Background: an optimization exercise with open tools, aiming at small area. Do not read the settings as production practice.
RTL that was checked went through simulation tests only; none was proved equivalent to the original.
Only the layout flow was run in run 1; the RTL was not checked for function there.
Power figures rest on the tool's default switching activity, not on a simulated workload.

$ cat run.sh
#!/bin/bash
# synth_recipe.tcl (not shown) runs the flow's synth.tcl, then flattens the netlist and writes it again
# the make line also repeats each setting of config.mk as NAME=value (left out here)
make -C /OpenROAD-flow-scripts/flow DESIGN_CONFIG=/design/flow/config.mk WORK_HOME=/design/flow/orfs CLKGATE_MAP_FILE= SYNTH_SCRIPT=/design/flow/synth_recipe.tcl finish
$ cat config.mk
export PLATFORM = sky130hd
export DESIGN_NAME = umps_chardev
export DESIGN_NICKNAME = umps_chardev
export VERILOG_FILES = /design/flow/design.v
export SDC_FILE = /design/flow/constraint.sdc
export NUM_CORES = 4
export LEC_CHECK = 0
export CAP_MARGIN = 20
export CORE_MARGIN = 2
export CORE_UTILIZATION = 50
export CTS_BUF_LIST = sky130_fd_sc_hd__clkbuf_8
export CTS_CLUSTER_SIZE = 20
export SLEW_MARGIN = 20
$ cat constraint.sdc
create_clock -name core_clock -period 10.0 [get_ports {clk}]
set_input_delay 2.0000 -clock core_clock [delete_from_list [all_inputs] [get_ports {clk}]]
set_output_delay 2.0000 -clock core_clock [all_outputs]
set_load 0.01 [all_outputs]
$ cat design.v
module umps_chardev (
    input  wire        clk,
    input  wire        rst,           
    input  wire [7:0]  clock_rate,    
    input  wire        tick,          
    input  wire        req_valid,
    input  wire        req_write,
    input  wire [7:0]  req_addr,      
    input  wire [31:0] req_wdata,
    output reg         rvalid,
    output reg  [31:0] rdata,
    input  wire [15:0] working,       
    input  wire [7:0]  rx_valid,      
    input  wire [63:0] rx_data,
    output wire [7:0]  rx_ready,
    output reg  [7:0]  prn_valid,     
    output wire [63:0] prn_data,
    output reg  [7:0]  tx_valid,      
    output wire [63:0] tx_data,
    output wire [4:0]  ip             
);
    localparam [2:0] S_READY = 3'd1;
    localparam [2:0] S_ILL   = 3'd2;
    localparam [2:0] S_BUSYR = 3'd3;    
    localparam [2:0] S_ERR   = 3'd4;
    localparam [2:0] S_DONE  = 3'd5;    
    localparam [2:0] S_BUSYC = 3'd7;    
    wire       do_write = req_valid & req_write;
    wire       do_read  = req_valid & ~req_write;
    wire       hit_prn  = req_addr[7:5] == 3'b011;    
    wire       hit_term = req_addr[7:5] == 3'b100;    
    wire [2:0] dev      = req_addr[4:2];
    wire [1:0] idx      = req_addr[1:0];
    wire [7:0] opcode   = req_wdata[7:0];
    wire       op_reset = opcode == 8'd0;
    wire       op_ack   = opcode == 8'd1;
    wire       op_char  = opcode == 8'd2;
    wire [31:0] wbus = rst ? 32'd0 : req_wdata;
    reg [63:0] tod;
    always @(posedge clk) begin
        if (rst)
            tod <= 64'd0;
        else
            tod <= tod + {63'd0, tick};
    end
    wire [16:0] now = tod[16:0];
    wire [16:0] cr      = {9'd0, clock_rate};
    wire [16:0] lat80   = cr * 17'd80;
    reg  [16:0] lat_m1;
    always @(*) begin
        case ({hit_term, op_char})
            2'b00:   lat_m1 = cr * 17'd40  - 17'd1;    
            2'b01:   lat_m1 = cr * 17'd8   - 17'd1;    
            2'b10:   lat_m1 = cr * 17'd400 - 17'd1;    
            default: lat_m1 = lat80        - 17'd1;    
        endcase
    end
    wire [16:0] dl_new   = now + lat_m1;    
    wire [16:0] dl_retry = now + lat80;     
    reg  [31:0] p_cmd   [0:7];
    reg  [31:0] p_data0 [0:7];
    reg  [2:0]  p_st    [0:7];
    reg  [16:0] p_dl    [0:7];
    reg  [7:0]  p_pend;
    reg  [31:0] t_rcmd  [0:7];
    reg  [31:0] t_tcmd  [0:7];
    reg  [2:0]  t_rst   [0:7];
    reg  [2:0]  t_tst   [0:7];
    reg  [16:0] t_rdl   [0:7];
    reg  [16:0] t_tdl   [0:7];
    reg  [7:0]  t_rpend;
    reg  [7:0]  t_tpend;
    reg  [7:0]  t_rxfull;
    reg  [7:0]  t_rxbyte [0:7];
    wire [7:0] pend6 = p_pend;
    wire [7:0] pend7 = t_rpend | t_tpend;
    assign ip       = {|pend7, |pend6, 3'b000};
    assign rx_ready = ~t_rxfull;
    genvar g;
    generate
        for (g = 0; g < 8; g = g + 1) begin : dv
            wire p_busy = p_st[g][1] & p_st[g][0];
            wire p_sel  = do_write & hit_prn & (dev == g) & ~p_busy;
            wire p_wcmd = p_sel & (idx == 2'd1);
            wire p_wdat = p_sel & (idx == 2'd2);
            wire p_done = tick & p_busy & (now == p_dl[g]);
            assign prn_data[8*g +: 8] = p_data0[g][7:0];
            always @(posedge clk) begin
                if (rst | p_wcmd) p_cmd[g]   <= wbus;
                if (rst | p_wdat) p_data0[g] <= wbus;
                if (p_wcmd)       p_dl[g]    <= dl_new;
            end
            always @(posedge clk) begin
                if (rst) begin
                    p_st[g]      <= S_READY;
                    p_pend[g]    <= 1'b0;
                    prn_valid[g] <= 1'b0;
                end else begin
                    prn_valid[g] <= p_done & p_st[g][2] & working[g];
                    if (p_wcmd) begin
                        p_pend[g] <= ~(op_reset | op_ack | op_char);
                        p_st[g]   <= op_reset ? S_BUSYR :
                                     op_ack   ? S_READY :
                                     op_char  ? S_BUSYC : S_ILL;
                    end else if (p_done) begin
                        p_pend[g] <= 1'b1;
                        p_st[g]   <= (~p_st[g][2] | working[g]) ? S_READY : S_ERR;
                    end
                end
            end
            wire r_busy = t_rst[g][1] & t_rst[g][0];
            wire r_wcmd = do_write & hit_term & (dev == g) & (idx == 2'd1) & ~r_busy;
            wire r_due  = tick & r_busy & (now == t_rdl[g]);
            wire r_char = t_rst[g][2];
            wire r_retry = r_due & r_char & ~t_rxfull[g];
            wire r_take  = r_due & r_char & t_rxfull[g] & working[8+g];
            always @(posedge clk) begin
                if (rst | r_wcmd) t_rcmd[g] <= wbus;
                if (r_wcmd)       t_rdl[g]  <= dl_new;
                else if (r_retry) t_rdl[g]  <= dl_retry;
                else if (r_take)  t_rdl[g][7:0] <= t_rxbyte[g];
            end
            always @(posedge clk) begin
                if (rst) begin
                    t_rst[g]   <= S_READY;
                    t_rpend[g] <= 1'b0;
                end else if (r_wcmd) begin
                    t_rpend[g] <= ~(op_reset | op_ack | op_char);
                    t_rst[g]   <= op_reset ? S_BUSYR :
                                  op_ack   ? S_READY :
                                  op_char  ? S_BUSYC : S_ILL;
                end else if (r_due & ~r_retry) begin
                    t_rpend[g] <= 1'b1;
                    t_rst[g]   <= ~r_char ? S_READY :
                                  working[8+g] ? S_DONE : S_ERR;
                end
            end
            always @(posedge clk) begin
                if (rst)
                    t_rxfull[g] <= 1'b0;
                else if (r_take)
                    t_rxfull[g] <= 1'b0;
                else if (rx_valid[g])
                    t_rxfull[g] <= 1'b1;
                if (rx_valid[g] & ~t_rxfull[g])
                    t_rxbyte[g] <= rx_data[8*g +: 8];
            end
            wire x_busy = t_tst[g][1] & t_tst[g][0];
            wire x_wcmd = do_write & hit_term & (dev == g) & (idx == 2'd3) & ~x_busy;
            wire x_done = tick & x_busy & (now == t_tdl[g]);
            assign tx_data[8*g +: 8] = t_tcmd[g][15:8];
            always @(posedge clk) begin
                if (rst | x_wcmd) t_tcmd[g] <= wbus;
                if (x_wcmd)       t_tdl[g]  <= dl_new;
            end
            always @(posedge clk) begin
                if (rst) begin
                    t_tst[g]    <= S_READY;
                    t_tpend[g]  <= 1'b0;
                    tx_valid[g] <= 1'b0;
                end else begin
                    tx_valid[g] <= x_done & t_tst[g][2] & working[8+g];
                    if (x_wcmd) begin
                        t_tpend[g] <= ~(op_reset | op_ack | op_char);
                        t_tst[g]   <= op_reset ? S_BUSYR :
                                      op_ack   ? S_READY :
                                      op_char  ? S_BUSYC : S_ILL;
                    end else if (x_done) begin
                        t_tpend[g] <= 1'b1;
                        t_tst[g]   <= ~t_tst[g][2] ? S_READY :
                                      working[8+g] ? S_DONE : S_ERR;
                    end
                end
            end
        end
    endgenerate
    function [2:0] code;
        input [2:0] s;
        code = {s[2] & ~s[1], s[1], s[0]};
    endfunction
    wire [7:0] dsel;
    assign dsel = 8'd1 << dev;
    wire [3:0] isel;
    assign isel = 4'd1 << idx;
    reg [31:0] rd_mux;
    integer k;
    always @(*) begin
        rd_mux = 32'd0;
        for (k = 0; k < 8; k = k + 1) begin
            rd_mux = rd_mux
                | ({32{hit_prn  & dsel[k] & isel[0]}} & {29'd0, code(p_st[k])})
                | ({32{hit_prn  & dsel[k] & isel[1]}} & p_cmd[k])
                | ({32{hit_prn  & dsel[k] & isel[2]}} & p_data0[k])
                | ({32{hit_term & dsel[k] & isel[0]}} & {16'd0, (t_rst[k] == S_DONE) ? t_rdl[k][7:0] : 8'd0, 5'd0, code(t_rst[k])})
                | ({32{hit_term & dsel[k] & isel[1]}} & t_rcmd[k])
                | ({32{hit_term & dsel[k] & isel[2]}} & {16'd0, (t_tst[k][2] & ~t_tst[k][1]) ? t_tcmd[k][15:8] : 8'd0, 5'd0, code(t_tst[k])})
                | ({32{hit_term & dsel[k] & isel[3]}} & t_tcmd[k]);
        end
        rd_mux = rd_mux
            | ({32{req_addr == 8'd160}} & tod[31:0])
            | ({32{req_addr == 8'd161}} & tod[63:32])
            | ({32{req_addr == 8'd165}} & {24'd0, pend6})
            | ({32{req_addr == 8'd166}} & {24'd0, pend7});
    end
    always @(posedge clk) begin
        rvalid <= do_read & ~rst;
        rdata  <= rd_mux;
    end
endmodule
==> impl_results.md, run 1 <==
- Fmax: 137 MHz
- Port Buf Inserts: 327
- Overall power: 0.0157 W
- Largest cells by area after synthesis: edfxtp_1 62%, dfxtp_1 6.0%, xnor2_1 3.2%, a22oi_1 3.1%, xor2_1 3.0%
- Starting density of the core: 50.2%
- Worst setup SP type: input port
- Number of global-route vias before repair: 48.9k
- Core Area: 145,000 um^2
- FF-to-FF path depth: 12
- Critical path peak fanout: 16
- Drc violations: 0
- Clock tree buffer depth: 4
- Worst vdd ir: 0.000121 V
- P per Cell Area: 187 nW/um^2
- Post-CTS Resized: 0
- HP Class: register to register
- Synth top area share: 61.7%
- Largest net degree at the start of global routing: 145
- Setup TNS: 0 ns
- GRT overflow: 0
- Rows: 140
- Final setup fails: 0
- Rel. slew slack: 16.2%
- Status: finished clean
- RSZ-0062 raised after global routing: false
- Gr usage total: 37.9%
- Final GP Congestion: 0.970
- Final Skew: 0.0944 ns
- Clk latency of the worst-skew pair: 1.05 ns
- Synth-to-Final Area Change: 15.3%
- Most frequent cell after synthesis: edfxtp_1
- Critical path class: input port to register
- Count of nets after finishing: 5,933
- Hold-fix buffers at CTS: 0
- Drt first pass iters: 8
- Inserted Clock Buffers: 301
- Pleak: 29.0 nW
- Die Height: 386 um
- Worst setup EP type: register
- Fillers: 11.8k
- Post-route antenna net violation count: 0
- Final Hold Vio Count: 0
- Critical Path RT: 10.68 ns
- Syn Inst Count: 5,317
- Initial antenna violation count: 25
- Total die area: 149,000 um^2
- Register clock-pin slew on the reported worst setup and hold paths: 0.06 ns
- H-tree levels: 5
- CTS tree: yes
- Layout cells sized above 1: 12.9%
- Clock tree sinks: 1,713
- Worst-Margin Slew: 1.25 ns
- Hold Path Depth: 2
- Synth area leader: edfxtp_1
- Sequential share of the synthesized area: 67.6%
- Period utilization: 73.2%
- Min Tclk post-route: 7.32 ns
- Critical Path AT: 8.01 ns
- Syn avg cell area: 13.7 um^2
- Vias per cell: 6.61
- # IOs: 331
- Max-cap violations: 0
- Cell variety after synth: 89
- Drt total wl: 286,000 um
- Die width: 386 um
- Iter 0 DRT Violations: 8,330
- Ys Warns: 12
- Post-CTS Setup Bufs: 0
- Yosys reg bits: 1,713
- Final-report max-slew violation count: 0
- Routed wire length per instance: 36.4 um
- Global-route wire length before repair: 388,000 um
- Root buffer cell: clkbuf_8
- Mapped Area: 72,800 um^2
- Main synth FF type: edfxtp_1
- Top cells by count, synth: 1,496 x edfxtp_1, 359 x nand2_1, 301 x a22oi_1
- EDFF count, synth: 1,496
- Via count: 52.0k
- Hpwl dp: 176,000 um
- FFs w/ async S/R, synth: 0%
==> path summary, 6_finish.rpt <==
kind / slack, ns / start / to
worst max-delay path: 2.68 / clock_rate[2] / p_dl[1][15]$_DFFE_PP_
worst min-delay path: 0.48 / p_st[4][2]$_SDFFE_PP0P_ / p_st[4][2]$_SDFFE_PP0P_
worst max register to register: 4.82 / tod[0]$_SDFF_PP0_ / tod[62]$_SDFF_PP0_
worst min register to register: 0.48 / p_st[4][2]$_SDFFE_PP0P_ / p_st[4][2]$_SDFFE_PP0P_
==> placed cells by master, fill, tap and decap left out, types with 132 or more instances in the layout <==
cell type and instances:
a22oi_1 301, buf_4 166, clkbuf_8 339, clkdlybuf4s50_1 324, dfxtp_1 200, edfxtp_1 1496, inv_1 188, nand2_1 335
nand3_1 132, nand4_1 172, nor2_1 210, o21ai_0 207, xnor2_1 261, xor2_1 248
==> final cells by class <==
class                      count  area, um^2  area share (%)
sequential                  1713       49300            58.7
multi-input combinational   3109       21800            26.0
clock buffer                 338        4650            5.54
timing repair buffer         496        4560            5.43
tap                         1917        2400            2.86
clock inverter               184         853            1.02
inverter                      88         330           0.393
antenna                       15        37.5          0.0447
==> sequential cells by signal (all words and copies together) (netlist names) <==
name and cells:
t_tpend 8, t_rdl 136, t_tst 24, p_pend 8, tx_valid 8, t_tcmd 256, t_tdl 136, prn_valid 8
p_cmd 256, rvalid 1, t_rpend 8, p_st 24, rdata 32, t_rst 24, p_data0 256, t_rxbyte 64
t_rcmd 256, p_dl 136, t_rxfull 8, tod 64
==> routing by layer <==
layer | part of all wire [%] | global-route usage, %
met2 | 45 | 57.7
met5 | 0.032 | 0
met4 | 5.8 | 19.3
met3 | 12 | 10.2
met1 | 37 | 50.2
==> stage by stage <==
stage               cell area [um^2]  std cells  hold WS, ns  worst slack, ns  util, %
finish                         84000       7860        0.479             2.68     57.8
CTS                            83800       7844        0.476             2.69     57.7
global route                   83900       7847        0.502             2.32     57.8
floorplan                      72900       5319        0.432             3.14        -
global placement               78300       7321        0.457             1.73     53.9
detailed placement             78300       7322        0.467             1.72     53.9
==> where the power goes <==
| part | switching [W] | internal [W] | leakage [nW] |
|---|---|---|---|
| clock | 0.00288 | 0.00318 | 3.21 |
| combinational | 0.000887 | 0.000361 | 9.79 |
| sequential | 0.000134 | 0.00825 | 16.0 |
| total | 0.00390 | 0.0118 | 29.0 |
==> cell families (layout without fill, tap and decap cells) <==
logic type	Yosys count	count (layout)	share of synthesized area, %
DFF	1713	1713	67.6
and+or+nand+nor	1341	1341	9.39
AOI/OAI and AO/OA	1065	1065	10.4
adders and majority gates	83	83	1.48
muxes	98	98	1.44
xor gates and xnor gates	519	519	6.24
other	1	18	0.00515
buffers and inverters	497	1106	3.38
==> critical path: stages <==
cell and delay (ns):
clkdlybuf4s50_1 0.68, inv_1 0.23, ha_1 0.34, ha_1 0.14, inv_1 0.05, fa_1 0.52, inv_1 0.05, ha_1 0.46
inv_1 0.16, or4_1 0.54, a21oi_1 0.15, a21oi_1 0.09, xor2_1 0.17, nor2_1 0.07, a21oi_1 0.12, a21oi_1 0.08
ha_1 0.35, inv_1 0.13, o22ai_1 0.11, a311o_1 0.39, a21o_1 0.19, a21o_1 0.18, xnor2_1 0.12, buf_4 0.19
inv_1 0.47
==> run 2: changes to the inputs <==
--- a/design.v
+++ b/design.v
@@ -67,4 +67,5 @@
     reg  [2:0]  t_rst   [0:7];
     reg  [2:0]  t_tst   [0:7];
+    reg  [7:0]  t_rbyte [0:7];    
     reg  [16:0] t_rdl   [0:7];
     reg  [16:0] t_tdl   [0:7];
@@ -119,5 +120,5 @@
                 if (r_wcmd)       t_rdl[g]  <= dl_new;
                 else if (r_retry) t_rdl[g]  <= dl_retry;
-                else if (r_take)  t_rdl[g][7:0] <= t_rxbyte[g];
+                if (r_take)       t_rbyte[g] <= t_rxbyte[g];
             end
             always @(posedge clk) begin
@@ -179,27 +180,32 @@
         code = {s[2] & ~s[1], s[1], s[0]};
     endfunction
-    wire [7:0] dsel;
-    assign dsel = 8'd1 << dev;
-    wire [3:0] isel;
-    assign isel = 4'd1 << idx;
     reg [31:0] rd_mux;
-    integer k;
     always @(*) begin
         rd_mux = 32'd0;
-        for (k = 0; k < 8; k = k + 1) begin
-            rd_mux = rd_mux
-                | ({32{hit_prn  & dsel[k] & isel[0]}} & {29'd0, code(p_st[k])})
-                | ({32{hit_prn  & dsel[k] & isel[1]}} & p_cmd[k])
-                | ({32{hit_prn  & dsel[k] & isel[2]}} & p_data0[k])
-                | ({32{hit_term & dsel[k] & isel[0]}} & {16'd0, (t_rst[k] == S_DONE) ? t_rdl[k][7:0] : 8'd0, 5'd0, code(t_rst[k])})
-                | ({32{hit_term & dsel[k] & isel[1]}} & t_rcmd[k])
-                | ({32{hit_term & dsel[k] & isel[2]}} & {16'd0, (t_tst[k][2] & ~t_tst[k][1]) ? t_tcmd[k][15:8] : 8'd0, 5'd0, code(t_tst[k])})
-                | ({32{hit_term & dsel[k] & isel[3]}} & t_tcmd[k]);
+        if (hit_prn) begin
+            case (idx)
+                2'd0: rd_mux = {29'd0, code(p_st[dev])};
+                2'd1: rd_mux = p_cmd[dev];
+                2'd2: rd_mux = p_data0[dev];
+                default: rd_mux = 32'd0;
+            endcase
+        end else if (hit_term) begin
+            case (idx)
+                2'd0: rd_mux = {16'd0, (t_rst[dev] == S_DONE) ? t_rbyte[dev] : 8'd0,
+                                5'd0, code(t_rst[dev])};
+                2'd1: rd_mux = t_rcmd[dev];
+                2'd2: rd_mux = {16'd0, code(t_tst[dev])} |
+                               {16'd0, (t_tst[dev][2] & ~t_tst[dev][1]) ? t_tcmd[dev][15:8] : 8'd0, 8'd0};
+                default: rd_mux = t_tcmd[dev];
+            endcase
+        end else if (req_addr == 8'd160) begin
+            rd_mux = tod[31:0];
+        end else if (req_addr == 8'd161) begin
+            rd_mux = tod[63:32];
+        end else if (req_addr == 8'd165) begin
+            rd_mux = {24'd0, pend6};
+        end else if (req_addr == 8'd166) begin
+            rd_mux = {24'd0, pend7};
         end
-        rd_mux = rd_mux
-            | ({32{req_addr == 8'd160}} & tod[31:0])
-            | ({32{req_addr == 8'd161}} & tod[63:32])
-            | ({32{req_addr == 8'd165}} & {24'd0, pend6})
-            | ({32{req_addr == 8'd166}} & {24'd0, pend7});
     end
     always @(posedge clk) begin
--- a/config.mk
+++ b/config.mk
@@ -6,8 +6,6 @@
 export NUM_CORES = 4
 export LEC_CHECK = 0
-export CAP_MARGIN = 20
+export CAP_MARGIN = 40
 export CORE_MARGIN = 2
-export CORE_UTILIZATION = 50
-export CTS_BUF_LIST = sky130_fd_sc_hd__clkbuf_8
-export CTS_CLUSTER_SIZE = 20
+export CORE_UTILIZATION = 30
 export SLEW_MARGIN = 20
==> impl_results.md, run 2 <==
- Status: finished clean
- Top cells by count, synth: 1,560 x edfxtp_1, 392 x nand2_1, 297 x nor2_1
- P per Cell Area: 192 nW/um^2 (+3.0%)
- Flop pwr share: 50.2% (-3.2 points)
- Final GP Congestion: 0.889 (-8.3%)
- Count of nets after finishing: 5,984 (+0.86%)
- Register clock-pin slew on the reported worst setup and hold paths: 0.06 ns (about the same)
- Power Internal: 0.0130 W (+10%)
- Port Buf Inserts: 327 (unchanged)
- Drt total wl: 275,000 um (-3.6%)
- Critical path peak fanout: 16 (unchanged)
- Starting density of the core: 30.2% (-20 points)
- Cell variety after synth: 78 (-12%)
- Hold endpoint: t_rbyte[1][6]$_DFFE_PP_
- Hpwl dp: 177,000 um (+0.40%)
- Via count: 50.4k (-2.9%)
- Die Height: 506 um (+31%)
- Most frequent cells in the layout: 1,560 x edfxtp_1, 391 x nand2_1, 321 x clkdlybuf4s50_1
- Inserted Clock Buffers: 179 (-41%)
- Root buffer cell: clkbuf_16
- CP peak stage delay: 0.68 ns (about the same)
- Pleak: 30.5 nW (+5.2%)
- Setup TNS: 0 ns (unchanged)
- Rows: 184 (+31%)
- Number of global-route vias before repair: 48.4k (-0.95%)
- Die width: 506 um (+31%)
- Final-report max-slew violation count: 0 (unchanged)
- Most frequent cell after synthesis: edfxtp_1
- Overall power: 0.0172 W (+9.9%)
- Drt first pass iters: 6 (-2)
- Worst-Margin Slew: 1.03 ns (-0.221 ns)
- Top cell by count, worst path: ha_1
- # IOs: 331 (unchanged)
- Final setup fails: 0 (unchanged)
- Total die area: 256,000 um^2 (+72%)
- Gr usage total: 20.8% (-17 points)
- Synth-to-Final Area Change: 18.3%
- EDFF count, synth: 1,560 (+4.3%)
- Synth area leader: edfxtp_1
- Hold_sp: t_rxbyte[1][6]$_DFFE_PP_
- Fmax: 134 MHz (-2.1%)
- Worst R2R End: tod[62]$_SDFF_PP0_
- Post-CTS Setup Bufs: 0 (unchanged)
- Rel. slew slack: 31.2% (+15 points)
- Period utilization: 74.8% (+1.6 points)
- FFs w/ async S/R, synth: 0% (unchanged)
- Worst setup EP type: register
- Post-CTS Resized: 0 (unchanged)
- Largest cells by area after synthesis: edfxtp_1 62%, dfxtp_1 5.7%, xor2_1 3.3%, xnor2_1 2.8%, a221oi_1 1.9%
- Yosys reg bits: 1,777 (+3.7%)
- Syn Inst Count: 5,454 (+2.6%)
- Clk latency of the worst-skew pair: 0.85 ns (-0.20 ns)
- H-tree levels: 4 (-1)
- Clock tree sinks: 1,777 (+3.7%)
- Initial antenna violation count: 29 (+16%)
- Hold-fix buffers at CTS: 0 (unchanged)
- Post-route antenna net violation count: 0 (unchanged)
- Cell Chain, Critical Path: clkdlybuf4s50_1 -> inv_1 -> ha_1 -> ha_1 -> fa_1 -> ha_1 -> a21oi_1 -> o21bai_1 -> xor2_1 -> or3_1 -> nor2_1 -> xor2_1 -> o22ai_1 -> a21oi_1 -> ha_1 -> and2_1 -> a22oi_1 -> nand2_1 -> nor4_1 -> nor3_1 -> a21oi_2 -> or2_1
- Switching Share: 24.6% (-0.31 points)
- Worst r2r src: tod[3]$_SDFF_PP0_
- Ys Warns: 13 (+1)
- Fillers: 23.8k (+100%)
- HP Class: register to register
- Synth top area share: 61.9% (+0.18 points)
- Worst setup SP type: input port
- Switching power: 0.00424 W (+8.6%)
- Max-cap violations: 0 (unchanged)
- Worst vdd ir: 0.000178 V (+47%)
- Mapped Area: 75,700 um^2 (+4.0%)
- Main synth FF type: edfxtp_1
- Critical Path AT: 7.99 ns (-0.02 ns)
- Crit path launch: clock_rate[2]
- Hold Path Depth: 0 (-2)
- Clock tree buffer depth: 3 (-1)
- Worst path slowest cell: clkdlybuf4s50_1
- CTS tree: yes
- Largest net degree at the start of global routing: 155 (+6.9%)
- Global-route wire length before repair: 381,000 um (-1.8%)
- Syn avg cell area: 13.9 um^2 (+1.4%)
- RSZ-0062 raised after global routing: false
- Reg2Reg Setup Slack: 5.85 ns (+1.03 ns)
- Sequential share of the synthesized area: 67.6% (about the same)
- Vias per cell: 5.44 (-18%)
- Final Skew: 0.0410 ns (-0.0533 ns)
- Commonest non-fill, non-tap cell in the layout: edfxtp_1
- GRT overflow: 0 (unchanged)
- Min Tclk post-route: 7.48 ns (+0.157 ns)
- Routed wire length per instance: 29.7 um (-18%)
- Core Area: 251,000 um^2 (+73%)
- Combinational power share: 10.0% (+2.0 points)
- Clock power frac: 39.8% (+1.2 points)
- Final Hold Vio Count: 0 (unchanged)
- Layout cells sized above 1: 13.8% (+0.89 points)
- Iter 0 DRT Violations: 6,565 (-21%)
- Critical Path RT: 10.52 ns (-0.16 ns)
- Critical path class: input port to register
- Drc violations: 0 (unchanged)
- FF-to-FF path depth: 9 (-3)
-- run 2: per-stage QoR --
stage          cells  worst slack, ns  hold WS, ns  cell area (um^2)  util (%)
6_report        9265             2.52        0.409             89600      35.7
5_1_grt         9257             2.16        0.412             89600      35.7
4_1_cts         9244             2.57        0.409             89400      35.6
3_5_place_dp    8913             1.74        0.405             83500      33.2
3_3_place_gp    8878             1.62        0.402             83000      33.1
2_1_floorplan   5456             3.30        0.400             75700         -
-- run 2: worst max-delay path: cells and delay by family --
kind                       cells  cell delay (ns)
and+or+nand+nor                7             1.86
AOI/OAI and AO/OA              6             1.22
adders and majority gates      5             1.70
xor gates and xnor gates       2             0.33
buffers and inverters          2             0.85
-- run 2: area by class of cell --
| class | count | area (um^2) | area share [%] |
|---|---|---|---|
| clock inverters | 118 | 1180 | 1.32 |
| well taps | 3348 | 4190 | 4.67 |
| repair buffers | 567 | 5380 | 6.00 |
| multi-input cells | 3144 | 22500 | 25.1 |
| inverters | 90 | 343 | 0.383 |
| clock buffers | 213 | 4750 | 5.30 |
| diodes | 8 | 20.0 | 0.0223 |
| flip-flops and latches | 1777 | 51200 | 57.2 |
-- run 2: power groups by stage --
stage               registers [W]  logic (W)  clock network (W)
floorplan                 0.00877   0.000870                  0
global placement          0.00880    0.00166                  0
detailed placement        0.00882    0.00170                  0
CTS                       0.00866    0.00170            0.00693
global route              0.00869    0.00180            0.00719
finish                    0.00866    0.00172            0.00686
-- run 2: kinds of logic (layout without fill, tap and decap cells) --
family,after synthesis,in the layout,synth area share [%]
flops,1777,1777,67.6
xor+xnor,529,529,6.12
mux,268,268,4.67
simple gates,1196,1196,7.42
fa+ha+maj,84,84,1.44
other cells,1,11,0.00495
compound gates,1064,1064,9.36
buf+inv,535,988,3.40
-- run 2: worst max path at each step --
stage	slack [ns]	end	depth (start not counted)
2_1_floorplan	3.30	p_dl[0][14]$_DFFE_PP_	20
4_1_cts	2.57	t_tdl[0][16]$_DFFE_PP_	22
3_5_place_dp	1.74	p_dl[1][16]$_DFFE_PP_	22
3_3_place_gp	1.62	p_dl[2][16]$_DFFE_PP_	22
6_report	2.52	t_tdl[0][16]$_DFFE_PP_	22
5_1_grt	2.16	t_tdl[4][16]$_DFFE_PP_	22
-- run 2: layer usage --
layer  vias up  GRT usage, %  routed length (um)
met2      2975          33.3              127000
met4        12          10.8               16200
met3       568          3.57               24700
met5         -             0                  82
li1      21100             -                   -
met1     25700          27.0              107000

[static timing again, ports no longer ideal]
Ports are ideal in the flow. The routed layouts listed here were re-timed in OpenROAD.
Step 1, drivers: a clkbuf_16 drives clk and a buf_2 each remaining input, both assumed.
Step 2 adds t to the input delays and takes it off the output delays; t is the mean of the earliest and latest rising clock arrival at the registers after step 1. Input paths then give back, and output paths get back, about the clock's delay inside the block.
a / b / c = no drivers / after step 1 / after step 2; a / b = the first two.
run	t, ns	slack for setup (ns)	worst setup path at the end	clock arrival spread, ns	worst register clock-pin slew, ns
run 1	1.081	2.679 / 2.737 / 1.656	input to register	0.096 / 0.096	0.07 / 0.07
run 2	0.911	2.522 / 2.581 / 1.670	input to register	0.045 / 0.045	0.07 / 0.07
After both steps setup and hold are still met in every run listed. The setup slack of run 1, which loses most, moves by +0.058 ns with the drivers and by -1.023 ns with both steps.
